Context: an optimization exercise on an open-source flow, tuned for small area, a short achievable clock period and few clock cycles. The choices shown serve that exercise and are no tape-out recipe. Function was not checked in any run shown here: the RTL went through the layout flow alone. Power figures rest on the tool's default switching activity, not on a simulated workload.

--- design/flow/design.v ---
module dlt645_rx (
    input  wire        clk,
    input  wire        rst,           
    input  wire        strict,        
    input  wire        in_valid,
    output wire        in_ready,
    input  wire [31:0] in_data,
    input  wire [2:0]  in_nbytes,     
    output reg         out_valid,
    input  wire        out_ready,
    output reg         out_is_result,
    output reg  [31:0] out_data,
    output wire [2:0]  out_nbytes,
    output wire        out_ok,
    output reg  [2:0]  out_cause,
    output wire [15:0] out_count,
    output reg  [15:0] out_pre,
    output reg  [47:0] out_addr,
    output reg  [7:0]  out_ctrl,
    output reg  [7:0]  out_len,
    output reg  [7:0]  out_cs,
    output reg  [7:0]  out_end
);
    localparam [7:0] PRE_BYTE   = 8'hFE;
    localparam [7:0] START_BYTE = 8'h68;
    localparam [7:0] END_BYTE   = 8'h16;
    localparam [2:0] C_NONE         = 3'd0;
    localparam [2:0] C_WRONG_START1 = 3'd1;
    localparam [2:0] C_WRONG_START2 = 3'd2;
    localparam [2:0] C_BAD_CHECKSUM = 3'd4;
    localparam [2:0] C_WRONG_END    = 3'd5;
    localparam [1:0] S_PRE  = 2'd0;    
    localparam [1:0] S_HDR  = 2'd1;    
    localparam [1:0] S_BODY = 2'd2;    
    reg        strict_r;
    reg [31:0] bd;              
    reg [3:0]  bn;              
    reg [3:0]  dm;              
    reg [1:0]  st;
    reg [15:0] cnt;
    reg [7:0]  sum_s, sum_c;    
    reg [23:0] pack;            
    reg        out_last;        
    wire go = !out_valid || out_ready;
    wire pre_st  = (st == S_PRE);
    wire hdr_st  = (st == S_HDR);
    wire body_st = (st == S_BODY);
    wire [3:0] o  = cnt[3:0];
    wire [9:0] ne = cnt[9:0];
    wire [7:0] b [0:3];
    assign b[0] = bd[7:0];
    assign b[1] = bd[15:8];
    assign b[2] = bd[23:16];
    assign b[3] = bd[31:24];
    wire [3:0] v = bn & ~dm;    
    wire [3:0] fe, s68, e16;
    genvar gi;
    generate
        for (gi = 0; gi < 4; gi = gi + 1) begin : cmp
            assign fe[gi]  = (b[gi] == PRE_BYTE);
            assign s68[gi] = (b[gi] == START_BYTE);
            assign e16[gi] = (b[gi] == END_BYTE);
        end
    endgenerate
    wire [3:0] skip  = fe | dm;
    wire [3:0] lead  = {&skip[2:0], &skip[1:0], skip[0], 1'b1};
    wire [3:0] first = {4{pre_st}} & lead & ~fe & v;
    wire [3:0] s1    = first & s68;
    wire [3:0] e1    = first & ~s68;
    wire [3:0] aft1  = {|s1[2:0], |s1[1:0], s1[0], 1'b0};
    wire [1:0] j     = first[1] ? 2'd1 : first[2] ? 2'd2 : first[3] ? 2'd3 : 2'd0;
    function automatic ofs_in(input [3:0] oo, input integer i, input integer lo, input integer hi);
        integer x;
        begin
            ofs_in = 1'b0;
            for (x = 0; x < 16; x = x + 1)
                if (oo == x && ((x + i) % 16) >= lo && ((x + i) % 16) <= hi)
                    ofs_in = 1'b1;
        end
    endfunction
    wire [3:0] hd, s2, ln;
    generate
        for (gi = 0; gi < 4; gi = gi + 1) begin : hdr
            assign hd[gi]   = hdr_st && ofs_in(o, gi, 0, 9);
            assign s2[gi]   = hdr_st && ofs_in(o, gi, 7, 7);
            assign ln[gi]   = hdr_st && ofs_in(o, gi, 9, 9);
        end
    endgenerate
    wire [3:0] e2 = s2 & v & ~s68;
    reg [7:0] lsel;
    always @* begin
        case (o[1:0])
            2'd1:    lsel = b[0];
            2'd0:    lsel = b[1];
            2'd3:    lsel = b[2];
            default: lsel = b[3];
        endcase
    end
    wire [1:0] llane = {o[1], ~o[0]};                
    wire l0 = (lsel == 8'd0), l1 = (lsel == 8'd1), l2 = (lsel == 8'd2), l3 = (lsel == 8'd3);
    wire q0 = (ne == 10'd0),    q1 = (ne == 10'h3FF), q2 = (ne == 10'h3FE);
    wire q3 = (ne == 10'h3FD),  q4 = (ne == 10'h3FC), q5 = (ne == 10'h3FB);
    wire g2 = !q0 && !q1, g3 = g2 && !q2, g4 = g3 && !q3, g5 = g4 && !q4;
    wire [3:0] b_dat  = {g5, g4, g3, g2};
    wire [3:0] b_last = {q5, q4, q3, q2};
    wire [3:0] b_cs   = {q4, q3, q2, q1};
    wire [3:0] b_end  = {q3, q2, q1, q0};
    reg  [3:0] h_dat, h_last, h_cs, h_end;
    integer t;
    always @* begin
        h_dat = 4'd0; h_last = 4'd0; h_cs = 4'd0; h_end = 4'd0;
        for (t = 0; t < 4; t = t + 1)
            if (ofs_in(o, t, 10, 10)) begin
                h_dat[t] = !l0; h_last[t] = l1; h_cs[t] = l0;
            end else if (ofs_in(o, t, 11, 11)) begin
                h_dat[t] = !l0 && !l1; h_last[t] = l2; h_cs[t] = l1; h_end[t] = l0;
            end else if (ofs_in(o, t, 12, 12)) begin
                h_dat[t] = !l0 && !l1 && !l2; h_last[t] = l3; h_cs[t] = l2; h_end[t] = l1;
            end
    end
    wire [3:0] bdat  = body_st ? b_dat  : hdr_st ? h_dat  : 4'd0;
    wire [3:0] blast = body_st ? b_last : hdr_st ? h_last : 4'd0;
    wire [3:0] bcs   = body_st ? b_cs   : hdr_st ? h_cs   : 4'd0;
    wire [3:0] bend  = body_st ? b_end  : hdr_st ? h_end  : 4'd0;
    reg [1:0] f0;
    always @* begin
        case (st)
            S_PRE:   f0 = {j[1] ^ j[0], j[0]};                      
            S_HDR:   f0 = o[1:0];
            default: f0 = fo;
        endcase
    end
    wire [1:0] f0d = hdr_st ? o[1:0] : fo;      
    wire [1:0] slot [0:3];
    wire [3:0] drec_p;
    generate
        for (gi = 0; gi < 4; gi = gi + 1) begin : sl
            assign slot[gi]   = f0d + gi[1:0] + 2'd2;
            assign drec_p[gi] = bdat[gi] && (f0d == 2'd1 - gi[1:0] || blast[gi]);
        end
    endgenerate
    wire [3:0] aln;             
    generate
        for (gi = 0; gi < 4; gi = gi + 1) begin : al
            assign aln[gi] = hdr_st && ofs_in(o, gi, 10, 12);
        end
    endgenerate
    wire [3:0] msk = bn & (pre_st ? (s1 | aft1) : hdr_st ? (hd | aln) : bdat);
    wire [7:0] m0 = msk[0] ? b[0] : 8'd0;
    wire [7:0] m1 = msk[1] ? b[1] : 8'd0;
    wire [7:0] m2 = msk[2] ? b[2] : 8'd0;
    wire [7:0] m3 = msk[3] ? b[3] : 8'd0;
    wire [7:0] ss = pre_st ? 8'd0 : sum_s;
    wire [7:0] sc = pre_st ? 8'd0 : sum_c;
    wire [7:0] x1 = ss ^ sc ^ m0;
    wire [7:0] y1 = {(ss[6:0] & sc[6:0]) | (ss[6:0] & m0[6:0]) | (sc[6:0] & m0[6:0]), 1'b0};
    wire [7:0] x2 = m1 ^ m2 ^ m3;
    wire [7:0] y2 = {(m1[6:0] & m2[6:0]) | (m1[6:0] & m3[6:0]) | (m2[6:0] & m3[6:0]), 1'b0};
    wire [7:0] x3 = x1 ^ y1 ^ x2;
    wire [7:0] y3 = {(x1[6:0] & y1[6:0]) | (x1[6:0] & x2[6:0]) | (y1[6:0] & x2[6:0]), 1'b0};
    wire [7:0] x4 = x3 ^ y3 ^ y2;
    wire [7:0] y4 = {(x3[6:0] & y3[6:0]) | (x3[6:0] & y2[6:0]) | (y3[6:0] & y2[6:0]), 1'b0};
    reg  csp;
    wire [7:0] eqx = sum_s ^ sum_c ^ out_cs;
    wire [7:0] eqc = {(sum_s[6:0] & sum_c[6:0]) | ((sum_s[6:0] | sum_c[6:0]) & ~out_cs[6:0]), 1'b0};
    wire csbad = csp && (eqx != eqc);
    function automatic [8:0] blkf(input [3:0] vv, input [3:0] drec, input [3:0] rpos,
                                  input [3:0] ffe, input [3:0] csl, input [3:0] snd,
                                  input sm);
        reg [3:0] r, d, rec, rb, bl, cv, aft, sb, bk, ok, cn, fr;
        begin
            r   = rpos & vv;
            d   = {|r[2:0], |r[1:0], r[0], 1'b0};
            rec = vv & ~d & (drec | r);
            rb  = {|rec[2:0], |rec[1:0], rec[0], 1'b0};
            bl  = (d & ~ffe) | (~d & (drec | rpos));
            cv  = csl & vv;
            aft = {|cv[2:0], |cv[1:0], cv[0], 1'b0};
            sb  = (aft | snd) & {4{sm}};
            bk  = (rb & bl) | sb;
            ok  = ~vv | ~bk;
            cn  = vv & {&ok[3:0], &ok[2:0], &ok[1:0], ok[0]};
            fr  = rec & ~rb & ~sb;
            blkf = {fr, cn, |(vv & bk)};
        end
    endfunction
    wire [3:0] p_first = lead & ~fe & v;
    wire [3:0] p_e1    = p_first & ~s68;
    wire [3:0] h_e2    = v & ~s68 & {ofs_in(o, 3, 7, 7), ofs_in(o, 2, 7, 7),
                                     ofs_in(o, 1, 7, 7), ofs_in(o, 0, 7, 7)};
    wire [3:0] h_aln   = {ofs_in(o, 3, 10, 12), ofs_in(o, 2, 10, 12),
                          ofs_in(o, 1, 10, 12), ofs_in(o, 0, 10, 12)};
    wire [3:0] s3_h    = {o[1:0] == 2'd2, o[1:0] == 2'd3, o[1:0] == 2'd0, o[1:0] == 2'd1};
    wire [3:0] s3_b    = {fo == 2'd2, fo == 2'd3, fo == 2'd0, fo == 2'd1};
    wire [8:0] bk_p = blkf(v, 4'd0, p_e1, fe, 4'd0, 4'd0, strict_r);
    wire [8:0] bk_h = blkf(v, h_dat & (s3_h | h_last), h_e2 | h_end, fe, h_cs,
                           h_aln & ~h_dat, strict_r);
    wire [8:0] bk_b = blkf(v, b_dat & (s3_b | b_last), b_end, fe, b_cs, 4'd0, strict_r);
    wire [8:0] bk   = pre_st ? bk_p : hdr_st ? bk_h : bk_b;
    wire       go2   = go && !csbad;
    wire [3:0] cons  = bk[4:1] & {4{go2}};
    wire       complete = !(|v) || (go2 && !bk[0]);
    assign in_ready = complete;
    wire [3:0] r_nc  = e1 | e2 | (bend & v);             
    wire [3:0] dd    = {|r_nc[2:0], |r_nc[1:0], r_nc[0], 1'b0};
    wire [3:0] frst    = bk[8:5];
    wire [3:0] resc    = frst & r_nc & {4{go2}};
    wire       emit_n  = go2 && |frst;
    wire       emitr_n = go2 && |resc;
    wire       emit    = emit_n || csbad;
    wire       emit_r  = emitr_n || csbad;
    wire       cstake  = strict_r && |(bcs & cons);
    wire       evs1   = go2 && |s1;
    wire       eve1   = go2 && |e1;
    wire       evlen  = go2 && |(ln & v & ~dd);
    wire [1:0] rl     = resc[1] ? 2'd1 : resc[2] ? 2'd2 : resc[3] ? 2'd3 : 2'd0;
    wire       end_bad = strict_r && |(resc & bend & ~e16);
    wire [31:0] g;
    generate
        for (gi = 0; gi < 4; gi = gi + 1) begin : rot
            wire [1:0] lane = gi[1:0] - f0;
            assign g[8*gi +: 8] = b[lane];
        end
    endgenerate
    reg [9:1] ofs_we;
    reg [2:0] slot_we;
    integer k;
    always @* begin
        ofs_we = 9'd0;
        slot_we = 3'd0;
        for (k = 0; k < 4; k = k + 1) begin
            if (v[k] && (aft1[k] || hd[k]))
                case (pre_st ? k[3:0] - {2'd0, j} : o + k[3:0])
                    4'd1: ofs_we[1] = 1'b1;
                    4'd2: ofs_we[2] = 1'b1;
                    4'd3: ofs_we[3] = 1'b1;
                    4'd4: ofs_we[4] = 1'b1;
                    4'd5: ofs_we[5] = 1'b1;
                    4'd6: ofs_we[6] = 1'b1;
                    4'd8: ofs_we[8] = 1'b1;
                    4'd9: ofs_we[9] = 1'b1;
                    default: ;
                endcase
            if (v[k] && bdat[k])
                case (slot[k])
                    2'd0: slot_we[0] = 1'b1;
                    2'd1: slot_we[1] = 1'b1;
                    2'd2: slot_we[2] = 1'b1;
                    default: ;
                endcase
        end
    end
    wire [1:0] s0 = dm[2] ? 2'd3 : dm[1] ? 2'd2 : dm[0] ? 2'd1 : 2'd0;
    wire [1:0] pc0 = body_st ? fo + s0 + 2'd2 : 2'd0;
    wire [2:0] n = {bn[3], bn[1] & ~bn[3], (bn[0] & ~bn[1]) | (bn[2] & ~bn[3])};
    wire        anyfirst = |first;
    wire [15:0] cnt_a = cnt + {13'd0, n};
    wire [15:0] cnt_j = cnt + {14'd0, j};
    wire [9:0]  lenb  = 10'd0 - ({2'd0, lsel} + {8'd0, llane} + 10'd2);
    wire [3:0]  rres_c = {1'b0, n} - {2'b0, rl} - 4'd1;
    wire [3:0]  rres_n = 4'd15 - {2'b0, rl};
    wire [3:0]  rs1_c  = {1'b0, n} - {2'b0, j};
    wire [3:0]  rs1_n  = 4'd0 - {2'b0, j};
    wire [9:0]  lenn_c = lenb + {7'd0, n};
    reg  [15:0] cnt_nx;
    always @* begin
        if (emitr_n)    cnt_nx = complete ? {{12{rres_c[3]}}, rres_c} : {{12{rres_n[3]}}, rres_n};
        else if (evlen) cnt_nx = complete ? {{6{lenn_c[9]}}, lenn_c} : {{6{lenb[9]}}, lenb};
        else if (evs1)  cnt_nx = complete ? {{12{rs1_c[3]}}, rs1_c} : {{12{rs1_n[3]}}, rs1_n};
        else            cnt_nx = complete ? cnt_a : cnt;
    end
    reg  [1:0] fo;
    wire [1:0] fo_b = evs1 ? f0 : hdr_st ? o[1:0] : fo;
    always @(posedge clk) begin
        strict_r <= strict;
        if (rst) begin
            bn <= 4'd0;
            dm <= 4'd0;
        end else if (in_valid && in_ready) begin
            bd <= in_data;
            dm <= 4'd0;
            case (in_nbytes)
                3'd1:    bn <= 4'b0001;
                3'd2:    bn <= 4'b0011;
                3'd3:    bn <= 4'b0111;
                default: bn <= 4'b1111;
            endcase
        end else if (complete) begin
            bn <= 4'd0;
            dm <= 4'd0;
        end else begin
            dm <= dm | cons;
        end
    end
    always @(posedge clk) begin
        if (rst) begin
            out_valid <= 1'b0;
            st        <= S_PRE;
            cnt       <= 16'd0;
            csp       <= 1'b0;
        end else if (go) begin
            out_valid <= emit;
            out_is_result <= emit_r;
            out_cause <= {csbad | end_bad, |(resc & e2), |(resc & e1) | end_bad};
            out_last  <= |(frst & blast);
            for (k = 0; k < 4; k = k + 1)
                    out_data[8*k +: 8] <= (k < pc0) ? pack[8*k +: 8] : g[8*((k+2)%4) +: 8];
            for (k = 0; k < 3; k = k + 1)
                if (slot_we[k]) pack[8*k +: 8] <= g[8*((k+2)%4) +: 8];
            for (k = 1; k <= 6; k = k + 1)
                if (ofs_we[k]) out_addr[8*(k-1) +: 8] <= g[8*(k%4) +: 8];
            if (ofs_we[8]) out_ctrl <= g[7:0];
            if (ofs_we[9]) out_len  <= g[15:8];
            if (|(v & bcs))  out_cs  <= ({8{bcs[0]}} & b[0]) | ({8{bcs[1]}} & b[1])
                                      | ({8{bcs[2]}} & b[2]) | ({8{bcs[3]}} & b[3]);
            if (|(v & bend)) out_end <= ({8{bend[0]}} & b[0]) | ({8{bend[1]}} & b[1])
                                      | ({8{bend[2]}} & b[2]) | ({8{bend[3]}} & b[3]);
            if (evs1 || eve1) out_pre <= cnt_j;
            if (complete || cstake) begin
                sum_s <= x4;
                sum_c <= y4;
            end else if (evs1) begin
                sum_s <= 8'd0;
                sum_c <= 8'd0;
            end
            if (emit_r)     st <= S_PRE;
            else if (evlen) st <= S_BODY;
            else if (evs1)  st <= S_HDR;
            cnt <= csbad ? {{6{ne[9]}}, ne} : cnt_nx;
            csp <= cstake;
            fo  <= complete ? fo_b + n[1:0] : fo_b;
        end
    end
    assign out_ok = (out_cause == C_NONE);
    assign out_nbytes = out_last ? {1'b0, out_len[1:0] - 2'd1} + 3'd1 : 3'd4;
    wire       use_len = out_cause[2] || !(out_cause[1] || out_cause[0]);
    reg  [3:0] cnt_k;
    always @* begin
        case (out_cause)
            C_WRONG_START1: cnt_k = 4'd0;
            C_WRONG_START2: cnt_k = 4'd7;
            C_BAD_CHECKSUM: cnt_k = 4'd10;
            C_WRONG_END:    cnt_k = 4'd11;
            default:        cnt_k = 4'd12;
        endcase
    end
    assign out_count = out_pre + {8'd0, use_len ? out_len : 8'd0} + {12'd0, cnt_k};
endmodule
--- design/flow/run.sh ---
#!/bin/bash
# synth_recipe.tcl (not shown) runs the flow's synth.tcl, then flattens the netlist and writes it again
# the make line also repeats each setting of config.mk as NAME=value (left out here)
make -C /OpenROAD-flow-scripts/flow DESIGN_CONFIG=/design/flow/config.mk WORK_HOME=/design/flow/orfs CLKGATE_MAP_FILE= SYNTH_SCRIPT=/design/flow/synth_recipe.tcl finish
--- design/flow/constraint.sdc ---
create_clock -name core_clock -period 4.0 [get_ports {clk}]
set_input_delay 0.8000 -clock core_clock [delete_from_list [all_inputs] [get_ports {clk}]]
set_output_delay 0.8000 -clock core_clock [all_outputs]
set_load 0.01 [all_outputs]
--- design/flow/config.mk ---
export PLATFORM = sky130hd
export DESIGN_NAME = dlt645_rx
export DESIGN_NICKNAME = dlt645_rx
export VERILOG_FILES = /design/flow/design.v
export SDC_FILE = /design/flow/constraint.sdc
export NUM_CORES = 4
export LEC_CHECK = 0
export CAP_MARGIN = 20
export CORE_MARGIN = 2
export CORE_UTILIZATION = 40
export SLEW_MARGIN = 20
==> results.yml, run 1 <==
outcome:
  status: "complete, but fails checks"
  failed_checks: "negative setup slack"
die:
  die_h_um: 203
  core_area_mm2: 0.0388
  die-area_mm2: 0.0412
  die_x_um: 203
  io_pins: 194
  start_util_pct: 40.8
  row_count: 72
place:
  port_buffers: 193
  placed_cells: 2608
  gp_congestion: 1.03
  hpwlAfterDp_mm: 51.2
min_path:
  hold_depth: 1
  min_path_type: "reg2reg"
  whs_endpoint: "dm[3]"
  hp-start: "dm[3]"
critical_path:
  worstSetupPathType: "reg2out"
  cp_max_fo: 4
  rrSetupSlack_ns: -0.57
  path_cells: "mux2_4 > fa_1 > ha_2 > inv_2 > fa_2 > inv_2 > a21oi_2 > o21ai_2 > a21oi_2 > nor2_2 > o21ai_1 > nand2b_1 > a21o_1 > and2_4 > nand4_1 > xnor2_2 > buf_2"
  r2r_end: "cnt[1]"
  crit_path_start_kind: "register"
  cp_slowest_stage_delay_ns: 0.55
  r2r_start: "cnt[1]"
  critPathTopFamily: "adder cells"
  r2r_cells: 21
  arrival_ns: 3.92
  critical_path.n_buffers_inverters: 3
  worst_path_max_delay_cell: "fa_1"
  worstSetupEndpointType: "output pin"
  critPathRequiredTime_ns: 3.20
power:
  max-vdd-ir-drop_mv: 0.274
  p_int_mw: 5.51
  power.switching_mw: 2.50
  power.leakage_nw: 10.1
  combPwrFrac_pct: 34.1
  clkPwrFrac_pct: 30.5
  power_frac_seq_pct: 35.4
  power.density_mw_per_mm2: 331
  swShare_pct: 31.2
cells_and_area:
  final_common_cell: "buf_4"
  final_cell_mix: "451 x buf_4, 205 x edfxtp_1, 178 x clkdlybuf4s50_1"
  n_antenna_cell: 0
  drive_above_1_share_pct: 36.9
  layout.nets: 2322
  stdcell_count: 2738
  area_delta_synth_final_pct: 52.6
timing:
  max_freq_mhz: 212
  worst_pin_slew_ns: 0.752
  rsz0062_at_grt: "true"
  finClkSkew_ns: 0.0278
  slew_viol_final: 0
  setup_slack_ns: -0.717
  fin_crit_sh_pct: 118
  period_needed_ns: 4.72
  slew_headroom_pct: 49.8
  hold_viol_final: 0
  hold_slack_ns: 0.487
  setup_viol: 89
run:
  drv_cap: 0
grt:
  grt_pass1_vias: 15300
  overflow: 0
  antenna_found_initial: 0
  grt_pass1_wl_mm: 95.2
  grt_max_degree: 33
  grt_use_total_pct: 30.8
cts:
  cts.path.max_buffers: 3
  cts_root_buffer: "clkbuf_16"
  numCtsBuffers: 26
  cts_tree: "done"
  htreeDepth: 1
  clkTransAtPathRegs_ns: 0.05
  insertion_delay_ns: 0.57
  cts_sinks: 234
synthesis:
  synthFlopType: "edfxtp_1"
  synth_nets: 1691
  synth_top_area_share_pct: 38.9
  ys_warn_count: 2
  synth_compound_area_share_pct: 16.2
  async_reset_ff_share_pct: 0
  synth_xor_area_share_pct: 4.26
  synthesis.area_mm2: 0.0158
  synth.ff_latch_count: 234
  synth-edff-count: 205
  avgSynthCellArea_um2: 10.1
  yosys.area_share.simple_pct: 16.6
  synth_mux_area_share_pct: 7.64
  synth_top_family_by_area: "simple AND/OR/NAND/NOR gates"
  seq_area_frac_synth_pct: 42.5
  synth_cells: 1572
  synth_area_leaders: "edfxtp_1 39%, mux2i_1 5.4%, fa_1 4.9%"
  synth_cell_type_count: 100
  synth_largest_area_cell: "edfxtp_1"
  synthAdderAreaFrac_pct: 8.09
routing:
  routed_via_density: 5.70
  via_count: 15600
  wl_per_cell_um: 24.1
  drtAntennaViolNets: 0
  drtPass1Iterations: 7
  drc: 0
  wirelength_mm: 66.1
  drt-initial-drc-count: 1532
[cell families (layout without fill, tap and decap cells)]
| logic type | Yosys count | in the layout |
|---|---|---|
| flops | 234 | 234 |
| compound gates | 349 | 349 |
| fa+ha+maj | 79 | 79 |
| simple gates | 534 | 535 |
| mux | 117 | 117 |
| buf+inv | 182 | 829 |
| xor+xnor | 77 | 77 |
[cell usage after synthesis, types with 7 or more instances]
cell,n
ha_1,40
a2bb2oi_2,8
mux2_2,30
o31ai_1,15
nand4_1,19
o211ai_1,12
o21ai_1,7
a211oi_1,14
buf_1,7
and3_1,13
clkbuf_1,59
or3_1,7
dfxtp_1,29
inv_1,83
nor2b_1,13
a21oi_1,76
and2_1,49
nor3_1,30
a222oi_1,18
edfxtp_1,205
o21ai_0,48
fa_1,39
o21bai_1,7
mux2i_1,86
a22oi_1,11
nor4_1,18
a21o_1,12
nor2_1,124
o21a_1,9
a31oi_1,18
xnor2_1,54
xor2_1,23
nand2b_1,19
nand2_1,153
buf_2,24
nand3_1,48
o22ai_1,12
[worst max-delay path by stage]
stage            startpoint             to  cells past startpoint
5_1_grt        out_cause[1]  out_count[15]                     17
4_1_cts              cnt[1]       in_ready                     17
6_report       out_cause[1]  out_count[15]                     17
3_5_place_dp         cnt[1]         cnt[4]                     19
3_3_place_gp         cnt[1]        cnt[13]                     20
2_1_floorplan        cnt[1]         cnt[1]                     19
[per-layer routing]
metal,global-route usage [%],routed length [um],vias up
met5,0,0,-
met4,12.5,3030,0
met3,4.27,4990,165
met2,48.7,30200,776
met1,42.6,27900,7593
li1,-,-,7080
[registers in the layout, indices dropped and copies added, names as in the netlist, 16 cells and up]
signal and flops:
out_data 32, out_addr 48, cnt 16, out_pre 16
bd 32, pack 24
[through the flow]
| stage | TNS (ns) | area [um^2] | power, mW | setup WS (ns) | utilization (%) |
|---|---|---|---|---|---|
| floorplan | -5.02 | 16100 | 3.99 | -0.279 | - |
| CTS | -17.57 | 22900 | 7.75 | -0.655 | 59.0 |
| finish | -25.12 | 24200 | 8.01 | -0.717 | 62.2 |
| detailed placement | -39.12 | 21500 | 5.13 | -0.706 | 55.4 |
| global route | -35.43 | 24200 | 8.28 | -0.861 | 62.2 |
| global placement | -37.47 | 21500 | 5.12 | -0.732 | 55.4 |
[worst register-to-register path: stages, from the launching register on]
cell,delay (ns)
dfxtp_4,0.39
buf_6,0.14
ha_4,0.20
buf_6,0.16
a22oi_2,0.24
a2bb2oi_4,0.10
nor4_4,0.28
buf_6,0.18
buf_6,0.11
nand4_1,0.09
a31o_1,0.24
o21a_4,0.23
buf_6,0.12
a311o_2,0.34
o31ai_4,0.26
a21oi_2,0.10
ha_2,0.20
inv_2,0.05
fa_2,0.41
mux2_4,0.28
a221o_1,0.29
a21oi_1,0.11
[power by group through the flow]
stage	registers [mW]	logic (mW)	clock network [mW]
6_report	2.84	2.73	2.44
5_1_grt	2.84	2.87	2.57
4_1_cts	2.83	2.43	2.49
3_5_place_dp	2.88	2.25	0
3_3_place_gp	2.88	2.24	0
2_1_floorplan	2.87	1.13	0
[layout make-up]
class / count / area (um^2)
fillers: 3260 / 14700
multi-input cells: 1157 / 9550
flip-flops and latches: 234 / 6740
repair buffers: 698 / 6020
clock buffers: 31 / 669
well taps: 518 / 648
inverters: 86 / 349
clock inverters: 14 / 188
[timing repair]
item,in CTS,in global routing
cloned,1,4
setup endpoints to repair,122,111
buffers inserted,32,58
hold buffers,0,0
pin swaps,46,94
resized for setup,143,198
==> inputs of run 2 (changes only) <==
--- a/design/flow/design.v
+++ b/design/flow/design.v
@@ -103,23 +103,23 @@
     wire g2 = !q0 && !q1, g3 = g2 && !q2, g4 = g3 && !q3, g5 = g4 && !q4;
-    wire [3:0] b_dat  = {g5, g4, g3, g2};
-    wire [3:0] b_last = {q5, q4, q3, q2};
-    wire [3:0] b_cs   = {q4, q3, q2, q1};
-    wire [3:0] b_end  = {q3, q2, q1, q0};
-    reg  [3:0] h_dat, h_last, h_cs, h_end;
+    reg [3:0] bdat, blast, bcs, bend;
     integer t;
     always @* begin
-        h_dat = 4'd0; h_last = 4'd0; h_cs = 4'd0; h_end = 4'd0;
-        for (t = 0; t < 4; t = t + 1)
-            if (ofs_in(o, t, 10, 10)) begin
-                h_dat[t] = !l0; h_last[t] = l1; h_cs[t] = l0;
-            end else if (ofs_in(o, t, 11, 11)) begin
-                h_dat[t] = !l0 && !l1; h_last[t] = l2; h_cs[t] = l1; h_end[t] = l0;
-            end else if (ofs_in(o, t, 12, 12)) begin
-                h_dat[t] = !l0 && !l1 && !l2; h_last[t] = l3; h_cs[t] = l2; h_end[t] = l1;
-            end
+        if (body_st) begin
+            bdat  = {g5, g4, g3, g2};
+            blast = {q5, q4, q3, q2};
+            bcs   = {q4, q3, q2, q1};
+            bend  = {q3, q2, q1, q0};
+        end else begin
+            bdat = 4'd0; blast = 4'd0; bcs = 4'd0; bend = 4'd0;
+            if (hdr_st)
+                for (t = 0; t < 4; t = t + 1)
+                    if (ofs_in(o, t, 10, 10)) begin
+                            bdat[t] = !l0; blast[t] = l1; bcs[t] = l0;
+                    end else if (ofs_in(o, t, 11, 11)) begin
+                            bdat[t] = !l0 && !l1; blast[t] = l2; bcs[t] = l1; bend[t] = l0;
+                    end else if (ofs_in(o, t, 12, 12)) begin
+                            bdat[t] = !l0 && !l1 && !l2; blast[t] = l3; bcs[t] = l2; bend[t] = l1;
+                    end
+        end
     end
-    wire [3:0] bdat  = body_st ? b_dat  : hdr_st ? h_dat  : 4'd0;
-    wire [3:0] blast = body_st ? b_last : hdr_st ? h_last : 4'd0;
-    wire [3:0] bcs   = body_st ? b_cs   : hdr_st ? h_cs   : 4'd0;
-    wire [3:0] bend  = body_st ? b_end  : hdr_st ? h_end  : 4'd0;
     reg [1:0] f0;
@@ -132,3 +132,2 @@
     end
-    wire [1:0] f0d = hdr_st ? o[1:0] : fo;      
     wire [1:0] slot [0:3];
@@ -137,4 +136,4 @@
         for (gi = 0; gi < 4; gi = gi + 1) begin : sl
-            assign slot[gi]   = f0d + gi[1:0] + 2'd2;
-            assign drec_p[gi] = bdat[gi] && (f0d == 2'd1 - gi[1:0] || blast[gi]);
+            assign slot[gi]   = f0 + gi[1:0] + 2'd2;
+            assign drec_p[gi] = bdat[gi] && (f0 == 2'd1 - gi[1:0] || blast[gi]);
         end
@@ -166,42 +165,18 @@
     wire csbad = csp && (eqx != eqc);
-    function automatic [8:0] blkf(input [3:0] vv, input [3:0] drec, input [3:0] rpos,
-                                  input [3:0] ffe, input [3:0] csl, input [3:0] snd,
-                                  input sm);
-        reg [3:0] r, d, rec, rb, bl, cv, aft, sb, bk, ok, cn, fr;
-        begin
-            r   = rpos & vv;
-            d   = {|r[2:0], |r[1:0], r[0], 1'b0};
-            rec = vv & ~d & (drec | r);
-            rb  = {|rec[2:0], |rec[1:0], rec[0], 1'b0};
-            bl  = (d & ~ffe) | (~d & (drec | rpos));
-            cv  = csl & vv;
-            aft = {|cv[2:0], |cv[1:0], cv[0], 1'b0};
-            sb  = (aft | snd) & {4{sm}};
-            bk  = (rb & bl) | sb;
-            ok  = ~vv | ~bk;
-            cn  = vv & {&ok[3:0], &ok[2:0], &ok[1:0], ok[0]};
-            fr  = rec & ~rb & ~sb;
-            blkf = {fr, cn, |(vv & bk)};
-        end
-    endfunction
-    wire [3:0] p_first = lead & ~fe & v;
-    wire [3:0] p_e1    = p_first & ~s68;
-    wire [3:0] h_e2    = v & ~s68 & {ofs_in(o, 3, 7, 7), ofs_in(o, 2, 7, 7),
-                                     ofs_in(o, 1, 7, 7), ofs_in(o, 0, 7, 7)};
-    wire [3:0] h_aln   = {ofs_in(o, 3, 10, 12), ofs_in(o, 2, 10, 12),
-                          ofs_in(o, 1, 10, 12), ofs_in(o, 0, 10, 12)};
-    wire [3:0] s3_h    = {o[1:0] == 2'd2, o[1:0] == 2'd3, o[1:0] == 2'd0, o[1:0] == 2'd1};
-    wire [3:0] s3_b    = {fo == 2'd2, fo == 2'd3, fo == 2'd0, fo == 2'd1};
-    wire [8:0] bk_p = blkf(v, 4'd0, p_e1, fe, 4'd0, 4'd0, strict_r);
-    wire [8:0] bk_h = blkf(v, h_dat & (s3_h | h_last), h_e2 | h_end, fe, h_cs,
-                           h_aln & ~h_dat, strict_r);
-    wire [8:0] bk_b = blkf(v, b_dat & (s3_b | b_last), b_end, fe, b_cs, 4'd0, strict_r);
-    wire [8:0] bk   = pre_st ? bk_p : hdr_st ? bk_h : bk_b;
-    wire       go2   = go && !csbad;
-    wire [3:0] cons  = bk[4:1] & {4{go2}};
-    wire       complete = !(|v) || (go2 && !bk[0]);
-    assign in_ready = complete;
-    wire [3:0] r_nc  = e1 | e2 | (bend & v);             
+    wire [3:0] bendv = bend & v;
+    wire [3:0] r_nc  = e1 | e2 | bendv;                  
     wire [3:0] dd    = {|r_nc[2:0], |r_nc[1:0], r_nc[0], 1'b0};
-    wire [3:0] frst    = bk[8:5];
+    wire [3:0] rec_nc = v & ~dd & (drec_p | r_nc);
+    wire [3:0] recb  = {|rec_nc[2:0], |rec_nc[1:0], rec_nc[0], 1'b0};
+    wire [3:0] bcsv  = bcs & v;
+    wire [3:0] aftcs = {|bcsv[2:0], |bcsv[1:0], bcsv[0], 1'b0};
+    wire [3:0] blockable = (dd & ~fe) | (~dd & (drec_p | e2 | bend));
+    wire [3:0] sblk = (aftcs | (aln & ~bdat)) & {4{strict_r}};
+    wire [3:0] blk = (recb & blockable) | sblk;
+    wire [3:0] okl = dm | (v & ~blk & {4{go && !csbad}});
+    wire [3:0] cons = v & {&okl[3:0], &okl[2:0], &okl[1:0], okl[0]};
+    wire       complete = &(~bn | dm | cons);
+    assign in_ready = complete;
+    wire       go2     = go && !csbad;
+    wire [3:0] frst    = rec_nc & ~recb & ~sblk;
     wire [3:0] resc    = frst & r_nc & {4{go2}};
@@ -253,7 +228,6 @@
     wire [1:0] s0 = dm[2] ? 2'd3 : dm[1] ? 2'd2 : dm[0] ? 2'd1 : 2'd0;
-    wire [1:0] pc0 = body_st ? fo + s0 + 2'd2 : 2'd0;
+    wire [1:0] pc0 = body_st ? f0 + s0 + 2'd2 : 2'd0;
     wire [2:0] n = {bn[3], bn[1] & ~bn[3], (bn[0] & ~bn[1]) | (bn[2] & ~bn[3])};
     wire        anyfirst = |first;
-    wire [15:0] cnt_a = cnt + {13'd0, n};
-    wire [15:0] cnt_j = cnt + {14'd0, j};
+    wire [15:0] cnt_a = cnt + {13'd0, anyfirst ? {1'b0, j} : n};
     wire [9:0]  lenb  = 10'd0 - ({2'd0, lsel} + {8'd0, llane} + 10'd2);
@@ -305,3 +279,4 @@
             out_last  <= |(frst & blast);
-            for (k = 0; k < 4; k = k + 1)
+            if (emit_n && !emitr_n)
+                for (k = 0; k < 4; k = k + 1)
                     out_data[8*k +: 8] <= (k < pc0) ? pack[8*k +: 8] : g[8*((k+2)%4) +: 8];
@@ -317,3 +292,3 @@
                                       | ({8{bend[2]}} & b[2]) | ({8{bend[3]}} & b[3]);
-            if (evs1 || eve1) out_pre <= cnt_j;
+            if (evs1 || eve1) out_pre <= cnt_a;
             if (complete || cstake) begin
==> run 2 against run 1 <==
Still fails the layout checks on negative setup slack. Clock power down 9.4%. Final cell count decreased by 1.7%. Critical endpoint is now in_ready. Combinational power is about 80% higher. Register-to-register slack got worse by 0.05 ns. Worst setup slack worse by 0.16 ns. Worst hold slack better by 0.054 ns. Die area decreased by 2.9%. Count of clock-buffer cells in the layout stayed put. First-iteration DRC count decreased by 5.6%. Fmax decreased by 3.3%. Flip-flop and latch count unchanged. Sequential share of layout area is 0.70 points higher.
==> results.yml, run 2 <==
timing:
  hold_slack_ns: 0.541
  rsz0062_at_grt: "true"
  slew_viol_final: 0
  slew_headroom_pct: 40.3
  max_freq_mhz: 205
  fin_crit_sh_pct: 122
  worst_pin_slew_ns: 0.892
  finClkSkew_ns: 0.0211
  hold_viol_final: 0
  period_needed_ns: 4.88
  setup_slack_ns: -0.880
  setup_viol: 134
cells_and_area:
  drive_above_1_share_pct: 38.1
  n_antenna_cell: 0
  stdcell_count: 2692
  area_delta_synth_final_pct: 53.5
  largestRegisters: "out_addr: 48 flops, bd: 32 flops, out_data: 32 flops"
  largest_reg_flops: 48
  layout.nets: 2281
  final_common_cell: "buf_4"
  final_cell_mix: "501 x buf_4, 205 x edfxtp_1, 179 x clkdlybuf4s50_1"
  largest_register: "out_addr"
die:
  core_area_mm2: 0.0378
  die_x_um: 200
  die-area_mm2: 0.0400
  row_count: 71
  start_util_pct: 40.7
  io_pins: 194
  die_h_um: 200
place:
  port_buffers: 193
  placed_cells: 2575
  gp_congestion: 1.07
  hpwlAfterDp_mm: 51.7
  dp_slack_ns: -0.915
synthesis:
  synth_compound_area_share_pct: 14.9
  synth_top_family_by_area: "simple AND/OR/NAND/NOR gates"
  avgSynthCellArea_um2: 10.3
  synth-edff-count: 205
  synth_mux_area_share_pct: 6.60
  async_reset_ff_share_pct: 0
  synth_top_area_share_pct: 40.1
  seq_area_frac_synth_pct: 43.8
  synthesis.area_mm2: 0.0154
  yosysMostFrequentCell: "edfxtp_1"
  synthFlopType: "edfxtp_1"
  synth_largest_area_cell: "edfxtp_1"
  yosys.area_share.simple_pct: 17.9
  synth_nets: 1604
  ys_warn_count: 2
  synth_xor_area_share_pct: 4.05
  synth_area_leaders: "edfxtp_1 40%, fa_1 5.1%, mux2i_1 4.6%"
  synth_cell_type_count: 101
  synth_cells: 1487
  synth.ff_latch_count: 234
  synthAdderAreaFrac_pct: 8.18
  synthTopCellsByCount: "205 x edfxtp_1, 153 x nand2_1, 126 x nor2_1, 79 x inv_1, 71 x mux2i_1"
critical_path:
  critPathRequiredTime_ns: 3.20
  cp_max_fo: 6
  startpoint: "cnt[1]"
  r2r_start: "bd[17]"
  crit_path_start_kind: "register"
  arrival_ns: 4.08
  worstSetupEndpointType: "output pin"
  worstSetupPathType: "reg2out"
cts:
  cts.path.max_buffers: 3
  htreeDepth: 1
  clkTransAtPathRegs_ns: 0.06
  cts_sinks: 234
  cts_tree: "done"
  numCtsBuffers: 26
  insertion_delay_ns: 0.56
  cts_hold_buffers: 0
  cts_root_buffer: "clkbuf_16"
grt:
  grtUsageMet1_pct: 43.8
  grt_pass1_vias: 15000
  antenna_found_initial: 2
  overflow: 0
  gr-usage-met2_pct: 51.5
  grtUsageMet3_pct: 5.38
  grt_pass1_wl_mm: 94.3
  grt_use_total_pct: 32.3
  grt_max_degree: 45
  busiest_layer: "met2"
min_path:
  hp-start: "pack[4]"
  min_path_type: "reg2reg"
routing:
  routed_via_density: 5.58
  drtAntennaViolNets: 0
  drt-initial-drc-count: 1446
  wl_per_cell_um: 24.0
  drtPass1Iterations: 12
  drc: 0
  wirelength_mm: 64.6
  via_count: 15000
outcome:
  failed_checks: "negative setup slack"
  status: "complete, but fails checks"
power:
  power.density_mw_per_mm2: 430
  power.leakage_nw: 9.55
  max-vdd-ir-drop_mv: 0.372
run:
  drv_cap: 0
-- run 2: routing by layer --
layer	wire length (um)	part of all wire (%)
met1	27100	42
met2	29200	45
met3	5090	7.9
met4	3200	4.9
met5	0	0
-- run 2: what timing repair did --
item / 4_1_cts / 5_1_grt
hold endpoints to repair: 0 / 0
setup endpoints to repair: 162 / 191
buffers inserted: 47 / 27
gates resized for setup: 185 / 92
pin swaps: 68 / 54
gates cloned: 2 / 0
-- run 2: layout make-up --
cell class / count / area, um^2
fillers: 3172 / 14200
multi-input cells: 1088 / 8930
flip-flops and latches: 234 / 6750
repair buffers: 731 / 6160
clock buffers: 31 / 669
well taps: 511 / 639
inverters: 83 / 333
clock inverters: 14 / 103
-- run 2: logic make-up (layout without fill, tap and decap cells) --
kind of cell,Yosys count,count (layout)
xor+xnor,71,71
fa+ha+maj,77,77
mux,98,98
flops,234,234
compound gates,305,306
buf+inv,166,859
simple gates,536,536
-- run 2: worst paths after layout --
check	end	slack (ns)	cells past startpoint
worst max-delay path	in_ready	-0.88	20
worst min-delay path	out_data[4]	0.54	1
worst max register to register	cnt[15]	-0.62	19
worst min register to register	out_data[4]	0.54	1
-- run 2: per-stage QoR --
| step | total power, mW | util (%) | instance area (um^2) | setup TNS (ns) |
|---|---|---|---|---|
| 6_report | 10.1 | 62.5 | 23600 | -43.27 |
| 2_1_floorplan | 5.04 | - | 15600 | -25.95 |
| 3_3_place_gp | 7.24 | 56.5 | 21300 | -46.21 |
| 3_5_place_dp | 7.27 | 56.5 | 21300 | -57.52 |
| 5_1_grt | 10.6 | 62.5 | 23600 | -66.72 |
| 4_1_cts | 9.91 | 60.9 | 23000 | -39.33 |
-- run 2: power breakdown --
group / total, mW / internal [mW] / switching [mW]
Sequential: 3.01 / 2.86 / 0.152
Combinational: 4.92 / 2.34 / 2.58
Clock: 2.21 / 1.21 / 1.01
Total: 10.1 / 6.40 / 3.74
-- run 2: critical path, cell delays in order, from the launching register on --
cell and delay (ns):
dfxtp_4 0.40, inv_6 0.05, ha_4 0.18, buf_12 0.14
a22oi_2 0.18, a22oi_2 0.10, buf_4 0.16, nor4_4 0.25
buf_6 0.17, nand3_4 0.09, a311oi_4 0.34, buf_4 0.19
nor3_4 0.04, nor4_4 0.23, buf_4 0.16, nor2b_4 0.17
o41ai_4 0.11, o31ai_4 0.30, nand2_4 0.09, inv_4 0.07
buf_6 0.09

[afterwards: timing with drivers on the ports]
How much do the figures lean on ideal ports? The routed layouts below were timed once more, with nothing changed but the port constraints. Step 1 assumes that a clkbuf_16 drives the clock port and a buf_2 every other input. Step 2 times the ports against the registers' clock, not the clock port: input delays grow and output delays shrink by t, the midpoint of the rising clock arrivals with the driver on. Slacks: no drivers / after step 1 / after step 2; pairs: no drivers / after step 1.
run | shift t [ns] | slack for setup (ns) | worst register clock-pin slew, ns | worst slew at a driven data input, ns
run 1 | 0.613 | -0.717 / -0.778 / -0.571 | 0.07 / 0.07 | 0.05
run 2 | 0.605 | -0.880 / -0.935 / -0.620 | 0.06 / 0.06 | 0.05
